Background: an optimization exercise with open tools, aiming at a short achievable clock period and few clock cycles. Do not read the settings as production practice.
The RTL was checked by simulation tests, not by an equivalence proof against the original design.
No driver is modelled on the clock port, so clocking that relies on it looks cheaper here than on a real chip.
Power figures rest on the tool's default switching activity, not on a simulated workload.

==> inputs of run a <==
// mips_pipe
module mips_pipe #(
    parameter [31:0] FETCH_END = 32'd4096,
    parameter [31:0] DMEM_SIZE = 32'd4096
) (
    input  wire        clk,
    input  wire        rst,
    output wire [31:0] imem_addr,
    input  wire [31:0] imem_rdata,
    output reg         dmem_re,
    output reg         dmem_we,
    output reg  [31:0] dmem_addr,
    output reg  [31:0] dmem_wdata,
    input  wire [31:0] dmem_rdata,
    output reg         halted,
    output reg  [2:0]  halt_cause,
    output reg  [31:0] halt_pc
);
    localparam [2:0] CAUSE_UNSUPPORTED = 3'd1, CAUSE_MEM_ACCESS = 3'd2,
                     CAUSE_FETCH_MISALIGNED = 3'd4;
    reg [31:0] pc;
    reg [32*32-1:0] rf;       
    reg [31:0] ras0, ras1, ras2, ras3;
    reg [1:0]  ras_sp;
    reg        ifid_v;
    reg [31:0] ifid_ir;
    reg [31:0] ifid_pc;
    reg [31:0] ifid_npc;
    reg [31:0] ifid_pred;     
    reg        ifid_ptk;      
  ...
Settings: LEC_CHECK=0, CAP_MARGIN=20, CORE_MARGIN=2, CORE_UTILIZATION=40, PLACE_DENSITY=0.6, SLEW_MARGIN=20; clock period 10.0 ns.
standard.sh (not shown) runs the stock make flow with config.mk's settings and CLKGATE_MAP_FILE= SYNTH_SCRIPT=/design/flow/synth_recipe.tcl, a recipe that flattens the netlist after the stock synthesis.
==> flow/flow/run.sh <==
#!/bin/bash
# The standard layout (standard.sh) with these changes:
#  - synthesis maps adders to plain gates for ABC instead of full/half-adder cells
#    (ADDER_MAP_FILE empty); everything else, registers included, as standard;
#  - after CTS, fix.tcl sizes the port buffers and repeats the setup repair in steps, then upsizes cells on the worst paths (greedy.tcl).
set -euo pipefail
ARGS="ADDER_MAP_FILE= SETUP_SLACK_MARGIN=6.5"
bash standard.sh $ARGS cts > standard_cts.log 2>&1
RESULTS=$PWD/orfs/results/sky130hd/mips_pipe/base FIX_MARGINS="5.0 5.5 5.8 6.0 6.2 6.4 6.6" \
    openroad -no_init -exit flow/fix.tcl > fix.log 2>&1
bash standard.sh $ARGS finish > standard_finish.log 2>&1
Other scripts of this flow, unchanged in this note and not shown: flow/flow/fix.tcl, flow/flow/greedy.tcl
==> run b (differences from run a) <==
--- a/flow/design.v
+++ b/flow/design.v
@@ -15,11 +15,15 @@
     output reg  [2:0]  halt_cause,
     output reg  [31:0] halt_pc
 );
     localparam [2:0] CAUSE_UNSUPPORTED = 3'd1, CAUSE_MEM_ACCESS = 3'd2,
                      CAUSE_FETCH_MISALIGNED = 3'd4;
-    reg [31:0] pc;
+    reg [31:0] pc_seq;
+    reg [31:0] pc_tgt;
+    reg        pc_sel;
+    reg        pc_nsel;      
+    wire [31:0] pc = pc_nsel ? pc_seq : pc_tgt;
     reg [32*32-1:0] rf;       
     reg [31:0] ras0, ras1, ras2, ras3;
     reg [1:0]  ras_sp;
     reg        ifid_v;
     reg [31:0] ifid_ir;
@@ -35,11 +39,12 @@
     reg [31:0] idex_a;
     reg [31:0] idex_b;        
     reg [31:0] idex_sd;       
     reg [4:0]  idex_dest;
     reg [4:0]  idex_shamt;
-    reg        idex_fa1, idex_fb1, idex_fs1;
+    reg        idex_fa_alu, idex_fa_agu, idex_fa_cmp;
+    reg        idex_fb_alu, idex_fb_cmp, idex_fs1;
     reg        idex_r_add, idex_r_sub, idex_r_and, idex_r_or, idex_r_nor, idex_r_slt,
                idex_r_sll, idex_r_srl, idex_r_sra, idex_r_link;
     reg        idex_ld, idex_st, idex_beq, idex_bne, idex_jr, idex_ill;
     reg        idex_ptaken;   
     reg        fault_q;
@@ -54,19 +59,22 @@
     reg        memwb_v;
     reg        memwb_ld;
     reg [31:0] memwb_alu;
     reg [31:0] memwb_ldv;
     reg [4:0]  memwb_dest;
-    wire [31:0] ex_a  = idex_fa1 ? exmem_result : idex_a;
-    wire [31:0] ex_b  = idex_fb1 ? exmem_result : idex_b;
+    wire [31:0] ex_a  = idex_fa_alu ? exmem_result : idex_a;
+    wire [31:0] ex_b  = idex_fb_alu ? exmem_result : idex_b;
+    wire [31:0] ag_a  = idex_fa_agu ? exmem_result : idex_a;
+    wire [31:0] cm_a  = idex_fa_cmp ? exmem_result : idex_a;
+    wire [31:0] cm_b  = idex_fb_cmp ? exmem_result : idex_b;
     wire [31:0] ex_sd = idex_fs1 ? exmem_result : idex_sd;
     wire [31:0] ex_sum, ex_diff;
     wire        ex_sum_co, ex_diff_co;
     mips_pipe_add32 u_add (.a(ex_a), .b(ex_b),  .cin(1'b0), .s(ex_sum),  .cout(ex_sum_co));
     mips_pipe_add32 u_sub (.a(ex_a), .b(~ex_b), .cin(1'b1), .s(ex_diff), .cout(ex_diff_co));
     wire        ex_lt   = (ex_a[31] != ex_b[31]) ? ex_a[31] : ex_diff[31];
-    wire        ex_eq   = (ex_a == ex_b);
+    wire        ex_eq   = (cm_a == cm_b);
     wire [31:0] ex_sll  = ex_b << idex_shamt;
     wire [31:0] ex_srl  = ex_b >> idex_shamt;
     wire [31:0] ex_sra  = $signed(ex_b) >>> idex_shamt;
     wire [31:0] ex_result =
         ({32{idex_r_add}}  & ex_sum) |
@@ -80,27 +88,27 @@
         ({32{idex_r_sra}}  & ex_sra) |
         ({32{idex_r_link}} & idex_npc);
     wire        ag_s    = idex_b[31];
     wire [31:0] ag_lo;
     wire        ag_co;
-    mips_pipe_add32 u_agu (.a({16'd0, ex_a[15:0]}), .b({16'd0, idex_b[15:0]}), .cin(1'b0),
+    mips_pipe_add32 u_agu (.a({16'd0, ag_a[15:0]}), .b({16'd0, idex_b[15:0]}), .cin(1'b0),
                            .s(ag_lo), .cout(ag_co));
     wire        ag_c16  = ag_lo[16];
-    wire        ah_zero = (ex_a[31:16] == 16'h0000);
-    wire        ah_ones = (ex_a[31:16] == 16'hffff);
-    wire        ah_one  = (ex_a[31:16] == 16'h0001);
+    wire        ah_zero = (ag_a[31:16] == 16'h0000);
+    wire        ah_ones = (ag_a[31:16] == 16'hffff);
+    wire        ah_one  = (ag_a[31:16] == 16'h0001);
     wire        ag_hi_ok = ag_s ? (ag_c16 ? ah_zero : ah_one) : (ag_c16 ? ah_ones : ah_zero);
     wire ex_afault = (ag_lo[1:0] != 2'b00) || (ag_lo[15:12] != 4'd0) || !ag_hi_ok;
     wire ex_br    = idex_beq || idex_bne;
     wire ex_taken = (idex_beq && ex_eq) || (idex_bne && !ex_eq);
     wire redirect = idex_v && ((ex_br && (ex_taken != idex_ptaken)) ||
-                               (idex_jr && (ex_a != idex_pred)));
-    wire [31:0] ex_target = idex_jr ? ex_a : ex_taken ? idex_brtgt : idex_npc;
+                               (idex_jr && (cm_a != idex_pred)));
+    wire [31:0] ex_target = idex_jr ? cm_a : ex_taken ? idex_brtgt : idex_npc;
     wire ex_fault_ill = idex_ill;
     wire ex_fault_mem = (idex_ld || idex_st) && ex_afault;
     wire fault = idex_v && (ex_fault_ill || ex_fault_mem ||
-                            (idex_jr && (ex_a[1:0] != 2'b00)));
+                            (idex_jr && (cm_a[1:0] != 2'b00)));
     wire [5:0]  id_opcode = ifid_ir[31:26];
     wire [4:0]  id_rs     = ifid_ir[25:21];
     wire [4:0]  id_rt     = ifid_ir[20:16];
     wire [4:0]  id_rd     = ifid_ir[15:11];
     wire [5:0]  id_funct  = ifid_ir[5:0];
@@ -155,33 +163,28 @@
     wire [31:0] id_a   = a_d2 ? mem_val : a_d3 ? memwb_val : rf_a;
     wire [31:0] id_rtv = b_d2 ? mem_val : b_d3 ? memwb_val : rf_b;
     wire hazard = ifid_v && idex_v && idex_ld && idex_dest != 5'd0 &&
                   ((uses_rs && idex_dest == id_rs) || (uses_rt && idex_dest == id_rt));
     wire issue = ifid_v && !redirect && !hazard;
-    assign imem_addr = pc;
+    assign imem_addr = {pc[31:16], pc_sel ? pc_tgt[15:0] : pc_seq[15:0]};
     wire [31:0] pc_plus4 = pc + 32'd4;
     wire pc_in_range = (pc[31:12] == 20'd0);
     wire [31:0] w = imem_rdata;
     wire f_j   = (w[31:27] == 5'b00001);                        
     wire f_jr  = (w[31:26] == 6'h00) && (w[5:0] == 6'h08);
     wire f_eqf = (w[25:21] == w[20:16]);
     wire f_bt  = f_eqf ? !w[26] : (w[26] || w[15]);
-    wire f_bb  = (w[31:27] == 5'b00010) && f_bt && f_short;
+    wire f_bb  = (w[31:27] == 5'b00010) && f_bt && f_short && fb_in;
     wire [31:0] f_jtgt = {pc_plus4[31:28], w[25:0], 2'b00};
     wire        f_short = (w[15:7] == 9'h000) || (w[15:7] == 9'h1ff);
-    wire [8:0]  fb_lo  = {1'b0, pc_plus4[9:2]} + {1'b0, w[7:0]};
-    wire [21:0] fb_hi0 = pc_plus4[31:10];
-    wire [21:0] fb_hip = pc_plus4[31:10] + 22'd1;
-    wire [21:0] fb_him = pc_plus4[31:10] - 22'd1;
-    wire        fb_c   = fb_lo[8];
-    wire [21:0] fb_hi  = (fb_c == w[7]) ? fb_hi0 : fb_c ? fb_hip : fb_him;
-    wire [31:0] f_btgt = {fb_hi, fb_lo[7:0], 2'b00};
+    wire [8:0]  fb_lo  = {1'b0, pc[9:2]} + {1'b0, w[7:0]} + 9'd1;
+    wire        fb_in  = (fb_lo[8] == w[7]);
+    wire [31:0] f_btgt = {pc[31:10], fb_lo[7:0], 2'b00};
     wire [31:0] ras_top = (ras_sp == 2'd0) ? ras0 : (ras_sp == 2'd1) ? ras1 :
                           (ras_sp == 2'd2) ? ras2 : ras3;
     wire        f_take = f_j | f_jr | f_bb;
     wire [31:0] f_tgt  = f_j ? f_jtgt : f_jr ? ras_top : f_btgt;
-    wire [31:0] f_pred = f_take ? f_tgt : pc_plus4;
     integer i;
     always @(posedge clk) begin
         if (rst) begin
             rf <= {32*32{1'b0}};
         end else begin
@@ -210,16 +213,18 @@
     always @(posedge clk) begin
         if (!fault_q) begin
             fq_ill   <= idex_ill;
             fq_jr    <= idex_jr;
             fq_pc    <= idex_pc;
-            fq_a     <= ex_a;
+            fq_a     <= cm_a;
         end
     end
     always @(posedge clk) begin
         if (rst) begin
-            pc      <= 32'd0;
+            pc_seq  <= 32'd0;
+            pc_sel  <= 1'b0;
+            pc_nsel <= 1'b1;
             ifid_v  <= 1'b0;
             idex_v  <= 1'b0;
             exmem_v <= 1'b0;
             memwb_v <= 1'b0;
             dmem_re <= 1'b0;
@@ -234,13 +239,21 @@
             if (idex_v && idex_r_link)
                 ras_sp <= ras_sp + 2'd1;
             else if (idex_v && idex_jr)
                 ras_sp <= ras_sp - 2'd1;
             if (redirect) begin
-                pc <= ex_target;
+                pc_seq  <= ex_target;
+                pc_sel  <= 1'b0;
+                pc_nsel <= 1'b1;
             end else if (!hazard && pc_in_range) begin
-                pc <= f_pred;
+                pc_seq  <= pc_plus4;
+                pc_sel  <= f_take;
+                pc_nsel <= !f_take;
+            end else begin
+                pc_seq  <= pc;
+                pc_sel  <= 1'b0;
+                pc_nsel <= 1'b1;
             end
             ifid_v <= !redirect && (hazard || pc_in_range);
         end
     end
     always @(posedge clk) begin
@@ -249,24 +262,27 @@
         memwb_ldv  <= dmem_rdata;
         memwb_dest <= exmem_dest;
         exmem_ld     <= idex_ld;
         exmem_result <= ex_result;
         exmem_dest   <= idex_dest;
-        dmem_addr    <= ex_sum;
+        dmem_addr    <= {20'd0, ag_lo[11:2], 2'b00};
         dmem_wdata   <= ex_sd;
         idex_pc     <= ifid_pc;
         idex_npc    <= ifid_npc;
         idex_brtgt  <= id_brtgt;
         idex_pred   <= ifid_pred;
         idex_a      <= id_a;
         idex_b      <= d_immop ? id_imm : id_rtv;
         idex_sd     <= id_rtv;
         idex_dest   <= id_dest;
         idex_shamt  <= ifid_ir[10:6];
-        idex_fa1    <= uses_rs && a_d1;
-        idex_fb1    <= !d_immop && uses_rt && b_d1;
-        idex_fs1    <= b_d1;
+        idex_fa_alu <= a_d1 && (d_alu3 | d_addi | d_slti | d_andi | d_ori);
+        idex_fa_agu <= a_d1 && (d_lw | d_sw);
+        idex_fa_cmp <= a_d1 && (d_beq | d_bne | d_jr);
+        idex_fb_alu <= b_d1 && (d_alu3 | d_shift);
+        idex_fb_cmp <= b_d1 && (d_beq | d_bne);
+        idex_fs1    <= b_d1 && d_sw;
         idex_r_add  <= d_add | d_addi;
         idex_r_sub  <= d_sub;
         idex_r_and  <= d_and | d_andi;
         idex_r_or   <= d_or | d_ori;
         idex_r_nor  <= d_nor;
@@ -280,21 +296,22 @@
         idex_beq    <= d_beq;
         idex_bne    <= d_bne;
         idex_jr     <= d_jr;
         idex_ill    <= !d_valid;
         idex_ptaken <= ifid_ptk;
+        pc_tgt <= f_tgt;
         if (idex_v && idex_r_link) begin
             if (ras_sp == 2'd3) ras0 <= idex_npc;
             if (ras_sp == 2'd0) ras1 <= idex_npc;
             if (ras_sp == 2'd1) ras2 <= idex_npc;
             if (ras_sp == 2'd2) ras3 <= idex_npc;
         end
         if (!hazard) begin
             ifid_ir   <= imem_rdata;
             ifid_pc   <= pc;
             ifid_npc  <= pc_plus4;
-            ifid_pred <= f_pred;
+            ifid_pred <= ras_top;
             ifid_ptk  <= f_bb;
         end
     end
 endmodule
 module mips_pipe_add32 (
Settings changed: CORE_UTILIZATION 40 to 55, PLACE_DENSITY 0.6 to 0.75.
==> run c (differences from run a) <==
--- a/flow/design.v
+++ b/flow/design.v
@@ -15,11 +15,15 @@
     output reg  [2:0]  halt_cause,
     output reg  [31:0] halt_pc
 );
     localparam [2:0] CAUSE_UNSUPPORTED = 3'd1, CAUSE_MEM_ACCESS = 3'd2,
                      CAUSE_FETCH_MISALIGNED = 3'd4;
-    reg [31:0] pc;
+    reg [31:0] pc_seq;
+    reg [31:0] pc_tgt;
+    reg        pc_sel;
+    reg        pc_nsel;      
+    wire [31:0] pc = pc_nsel ? pc_seq : pc_tgt;
     reg [32*32-1:0] rf;       
     reg [31:0] ras0, ras1, ras2, ras3;
     reg [1:0]  ras_sp;
     reg        ifid_v;
     reg [31:0] ifid_ir;
@@ -35,11 +39,12 @@
     reg [31:0] idex_a;
     reg [31:0] idex_b;        
     reg [31:0] idex_sd;       
     reg [4:0]  idex_dest;
     reg [4:0]  idex_shamt;
-    reg        idex_fa1, idex_fb1, idex_fs1;
+    reg        idex_fa_alu, idex_fa_agu, idex_fa_cmp;
+    reg        idex_fb_alu, idex_fb_cmp, idex_fs1;
     reg        idex_r_add, idex_r_sub, idex_r_and, idex_r_or, idex_r_nor, idex_r_slt,
                idex_r_sll, idex_r_srl, idex_r_sra, idex_r_link;
     reg        idex_ld, idex_st, idex_beq, idex_bne, idex_jr, idex_ill;
     reg        idex_ptaken;   
     reg        fault_q;
@@ -54,19 +59,25 @@
     reg        memwb_v;
     reg        memwb_ld;
     reg [31:0] memwb_alu;
     reg [31:0] memwb_ldv;
     reg [4:0]  memwb_dest;
-    wire [31:0] ex_a  = idex_fa1 ? exmem_result : idex_a;
-    wire [31:0] ex_b  = idex_fb1 ? exmem_result : idex_b;
+    wire [31:0] ex_a  = idex_fa_alu ? exmem_result : idex_a;
+    wire [31:0] ex_b  = idex_fb_alu ? exmem_result : idex_b;
+    wire [31:0] ag_a  = idex_fa_agu ? exmem_result : idex_a;
+    wire [31:0] cm_a  = idex_fa_cmp ? exmem_result : idex_a;
+    wire [31:0] cm_b  = idex_fb_cmp ? exmem_result : idex_b;
     wire [31:0] ex_sd = idex_fs1 ? exmem_result : idex_sd;
     wire [31:0] ex_sum, ex_diff;
     wire        ex_sum_co, ex_diff_co;
     mips_pipe_add32 u_add (.a(ex_a), .b(ex_b),  .cin(1'b0), .s(ex_sum),  .cout(ex_sum_co));
     mips_pipe_add32 u_sub (.a(ex_a), .b(~ex_b), .cin(1'b1), .s(ex_diff), .cout(ex_diff_co));
     wire        ex_lt   = (ex_a[31] != ex_b[31]) ? ex_a[31] : ex_diff[31];
-    wire        ex_eq   = (ex_a == ex_b);
+    wire        ex_eq   = (cm_a == cm_b);
+    wire [31:0] ag_sum;
+    wire        ag_sum_co;
+    mips_pipe_add32 u_addr (.a(ag_a), .b(idex_b), .cin(1'b0), .s(ag_sum), .cout(ag_sum_co));
     wire [31:0] ex_sll  = ex_b << idex_shamt;
     wire [31:0] ex_srl  = ex_b >> idex_shamt;
     wire [31:0] ex_sra  = $signed(ex_b) >>> idex_shamt;
     wire [31:0] ex_result =
         ({32{idex_r_add}}  & ex_sum) |
@@ -80,27 +91,27 @@
         ({32{idex_r_sra}}  & ex_sra) |
         ({32{idex_r_link}} & idex_npc);
     wire        ag_s    = idex_b[31];
     wire [31:0] ag_lo;
     wire        ag_co;
-    mips_pipe_add32 u_agu (.a({16'd0, ex_a[15:0]}), .b({16'd0, idex_b[15:0]}), .cin(1'b0),
+    mips_pipe_add32 u_agu (.a({16'd0, ag_a[15:0]}), .b({16'd0, idex_b[15:0]}), .cin(1'b0),
                            .s(ag_lo), .cout(ag_co));
     wire        ag_c16  = ag_lo[16];
-    wire        ah_zero = (ex_a[31:16] == 16'h0000);
-    wire        ah_ones = (ex_a[31:16] == 16'hffff);
-    wire        ah_one  = (ex_a[31:16] == 16'h0001);
+    wire        ah_zero = (ag_a[31:16] == 16'h0000);
+    wire        ah_ones = (ag_a[31:16] == 16'hffff);
+    wire        ah_one  = (ag_a[31:16] == 16'h0001);
     wire        ag_hi_ok = ag_s ? (ag_c16 ? ah_zero : ah_one) : (ag_c16 ? ah_ones : ah_zero);
     wire ex_afault = (ag_lo[1:0] != 2'b00) || (ag_lo[15:12] != 4'd0) || !ag_hi_ok;
     wire ex_br    = idex_beq || idex_bne;
     wire ex_taken = (idex_beq && ex_eq) || (idex_bne && !ex_eq);
     wire redirect = idex_v && ((ex_br && (ex_taken != idex_ptaken)) ||
-                               (idex_jr && (ex_a != idex_pred)));
-    wire [31:0] ex_target = idex_jr ? ex_a : ex_taken ? idex_brtgt : idex_npc;
+                               (idex_jr && (cm_a != idex_pred)));
+    wire [31:0] ex_target = idex_jr ? cm_a : ex_taken ? idex_brtgt : idex_npc;
     wire ex_fault_ill = idex_ill;
     wire ex_fault_mem = (idex_ld || idex_st) && ex_afault;
     wire fault = idex_v && (ex_fault_ill || ex_fault_mem ||
-                            (idex_jr && (ex_a[1:0] != 2'b00)));
+                            (idex_jr && (cm_a[1:0] != 2'b00)));
     wire [5:0]  id_opcode = ifid_ir[31:26];
     wire [4:0]  id_rs     = ifid_ir[25:21];
     wire [4:0]  id_rt     = ifid_ir[20:16];
     wire [4:0]  id_rd     = ifid_ir[15:11];
     wire [5:0]  id_funct  = ifid_ir[5:0];
@@ -155,33 +166,32 @@
     wire [31:0] id_a   = a_d2 ? mem_val : a_d3 ? memwb_val : rf_a;
     wire [31:0] id_rtv = b_d2 ? mem_val : b_d3 ? memwb_val : rf_b;
     wire hazard = ifid_v && idex_v && idex_ld && idex_dest != 5'd0 &&
                   ((uses_rs && idex_dest == id_rs) || (uses_rt && idex_dest == id_rt));
     wire issue = ifid_v && !redirect && !hazard;
-    assign imem_addr = pc;
+    assign imem_addr = pc_sel ? pc_tgt : pc_seq;
     wire [31:0] pc_plus4 = pc + 32'd4;
     wire pc_in_range = (pc[31:12] == 20'd0);
     wire [31:0] w = imem_rdata;
     wire f_j   = (w[31:27] == 5'b00001);                        
     wire f_jr  = (w[31:26] == 6'h00) && (w[5:0] == 6'h08);
     wire f_eqf = (w[25:21] == w[20:16]);
     wire f_bt  = f_eqf ? !w[26] : (w[26] || w[15]);
     wire f_bb  = (w[31:27] == 5'b00010) && f_bt && f_short;
     wire [31:0] f_jtgt = {pc_plus4[31:28], w[25:0], 2'b00};
     wire        f_short = (w[15:7] == 9'h000) || (w[15:7] == 9'h1ff);
-    wire [8:0]  fb_lo  = {1'b0, pc_plus4[9:2]} + {1'b0, w[7:0]};
-    wire [21:0] fb_hi0 = pc_plus4[31:10];
-    wire [21:0] fb_hip = pc_plus4[31:10] + 22'd1;
-    wire [21:0] fb_him = pc_plus4[31:10] - 22'd1;
+    wire [8:0]  fb_lo  = {1'b0, pc[9:2]} + {1'b0, w[7:0]} + 9'd1;
+    wire [21:0] fb_hi0 = pc[31:10];
+    wire [21:0] fb_hip = pc[31:10] + 22'd1;
+    wire [21:0] fb_him = pc[31:10] - 22'd1;
     wire        fb_c   = fb_lo[8];
     wire [21:0] fb_hi  = (fb_c == w[7]) ? fb_hi0 : fb_c ? fb_hip : fb_him;
     wire [31:0] f_btgt = {fb_hi, fb_lo[7:0], 2'b00};
     wire [31:0] ras_top = (ras_sp == 2'd0) ? ras0 : (ras_sp == 2'd1) ? ras1 :
                           (ras_sp == 2'd2) ? ras2 : ras3;
     wire        f_take = f_j | f_jr | f_bb;
     wire [31:0] f_tgt  = f_j ? f_jtgt : f_jr ? ras_top : f_btgt;
-    wire [31:0] f_pred = f_take ? f_tgt : pc_plus4;
     integer i;
     always @(posedge clk) begin
         if (rst) begin
             rf <= {32*32{1'b0}};
         end else begin
@@ -210,16 +220,18 @@
     always @(posedge clk) begin
         if (!fault_q) begin
             fq_ill   <= idex_ill;
             fq_jr    <= idex_jr;
             fq_pc    <= idex_pc;
-            fq_a     <= ex_a;
+            fq_a     <= cm_a;
         end
     end
     always @(posedge clk) begin
         if (rst) begin
-            pc      <= 32'd0;
+            pc_seq  <= 32'd0;
+            pc_sel  <= 1'b0;
+            pc_nsel <= 1'b1;
             ifid_v  <= 1'b0;
             idex_v  <= 1'b0;
             exmem_v <= 1'b0;
             memwb_v <= 1'b0;
             dmem_re <= 1'b0;
@@ -234,13 +246,21 @@
             if (idex_v && idex_r_link)
                 ras_sp <= ras_sp + 2'd1;
             else if (idex_v && idex_jr)
                 ras_sp <= ras_sp - 2'd1;
             if (redirect) begin
-                pc <= ex_target;
+                pc_seq  <= ex_target;
+                pc_sel  <= 1'b0;
+                pc_nsel <= 1'b1;
             end else if (!hazard && pc_in_range) begin
-                pc <= f_pred;
+                pc_seq  <= pc_plus4;
+                pc_sel  <= f_take;
+                pc_nsel <= !f_take;
+            end else begin
+                pc_seq  <= pc;
+                pc_sel  <= 1'b0;
+                pc_nsel <= 1'b1;
             end
             ifid_v <= !redirect && (hazard || pc_in_range);
         end
     end
     always @(posedge clk) begin
@@ -249,24 +269,27 @@
         memwb_ldv  <= dmem_rdata;
         memwb_dest <= exmem_dest;
         exmem_ld     <= idex_ld;
         exmem_result <= ex_result;
         exmem_dest   <= idex_dest;
-        dmem_addr    <= ex_sum;
+        dmem_addr    <= ag_sum;
         dmem_wdata   <= ex_sd;
         idex_pc     <= ifid_pc;
         idex_npc    <= ifid_npc;
         idex_brtgt  <= id_brtgt;
         idex_pred   <= ifid_pred;
         idex_a      <= id_a;
         idex_b      <= d_immop ? id_imm : id_rtv;
         idex_sd     <= id_rtv;
         idex_dest   <= id_dest;
         idex_shamt  <= ifid_ir[10:6];
-        idex_fa1    <= uses_rs && a_d1;
-        idex_fb1    <= !d_immop && uses_rt && b_d1;
-        idex_fs1    <= b_d1;
+        idex_fa_alu <= a_d1 && (d_alu3 | d_addi | d_slti | d_andi | d_ori);
+        idex_fa_agu <= a_d1 && (d_lw | d_sw);
+        idex_fa_cmp <= a_d1 && (d_beq | d_bne | d_jr);
+        idex_fb_alu <= b_d1 && (d_alu3 | d_shift);
+        idex_fb_cmp <= b_d1 && (d_beq | d_bne);
+        idex_fs1    <= b_d1 && d_sw;
         idex_r_add  <= d_add | d_addi;
         idex_r_sub  <= d_sub;
         idex_r_and  <= d_and | d_andi;
         idex_r_or   <= d_or | d_ori;
         idex_r_nor  <= d_nor;
@@ -280,21 +303,22 @@
         idex_beq    <= d_beq;
         idex_bne    <= d_bne;
         idex_jr     <= d_jr;
         idex_ill    <= !d_valid;
         idex_ptaken <= ifid_ptk;
+        pc_tgt <= f_tgt;
         if (idex_v && idex_r_link) begin
             if (ras_sp == 2'd3) ras0 <= idex_npc;
             if (ras_sp == 2'd0) ras1 <= idex_npc;
             if (ras_sp == 2'd1) ras2 <= idex_npc;
             if (ras_sp == 2'd2) ras3 <= idex_npc;
         end
         if (!hazard) begin
             ifid_ir   <= imem_rdata;
             ifid_pc   <= pc;
             ifid_npc  <= pc_plus4;
-            ifid_pred <= f_pred;
+            ifid_pred <= ras_top;
             ifid_ptk  <= f_bb;
         end
     end
 endmodule
 module mips_pipe_add32 (
==> qor summary <==
metric	run c	run b	run a
Reported clock group power	7.67 mW	7.41 mW	7.44 mW
Clk_skew	90.3 ps	62.9 ps	55.6 ps
Beginning of the critical path	pc_sel	pc_nsel	idex_fa1
Run status	complete, no violations	complete, no violations	complete, no violations
Cell count after placement	11,316	10,200	10,957
Non-clock inverter total of the final layout	101	102	91
Endpoint of the worst-slack reg-to-reg timing path	exmem_result[28]	pc_tgt[31]	pc[29]
Multi-Input Combinational	5,974	5,776	5,700
Initial antenna violation count	28	35	22
Area of the mapped netlist	92,000 um2	90,400 um2	89,600 um2
Post-layout utilization of the core	0.492	0.668	0.501
Fraction of final layout cells with drive strength greater than 1	0.292	0.283	0.302
Multi-input combinational cell area	51,900 um2	50,300 um2	50,600 um2
Testbench counts of run a, summed over its fixed seeds: cycles 67,136.
Testbench counts of run b, summed over its fixed seeds: cycles 67,224.
Testbench counts of run c, summed over its fixed seeds: cycles 67,136.

## static timing again, ports no longer ideal
The results above use ideal ports. As a check the final layouts listed here were re-extracted and re-timed, cells and wires unchanged.
Step 1 sets driving cells, clkbuf_16 on the clock port and buf_2 on the other inputs (assumed; they add their load-dependent delay and slew).
Step 2, shift: input delay + t, output delay - t, t = (earliest + latest rising clock arrival at the registers) / 2. This alone moves slack from input paths to output paths.
Three values: ideal ports, drivers, drivers and shift; two values: the first two.
run	shift t [ns]	setup WS [ns]	hold slack, ns
run a	0.953	5.771 / 5.771 / 4.874	0.321 / 0.321 / 0.321
run b	0.945	5.769 / 5.698 / 5.030	0.334 / 0.334 / 0.334
run c	0.963	5.930 / 5.825 / 5.340	0.339 / 0.339 / 0.339
After both steps every run listed still meets setup and hold. The setup slack of run a, which loses most, moves by 0.000 ns with the drivers and by -0.897 ns with both steps.
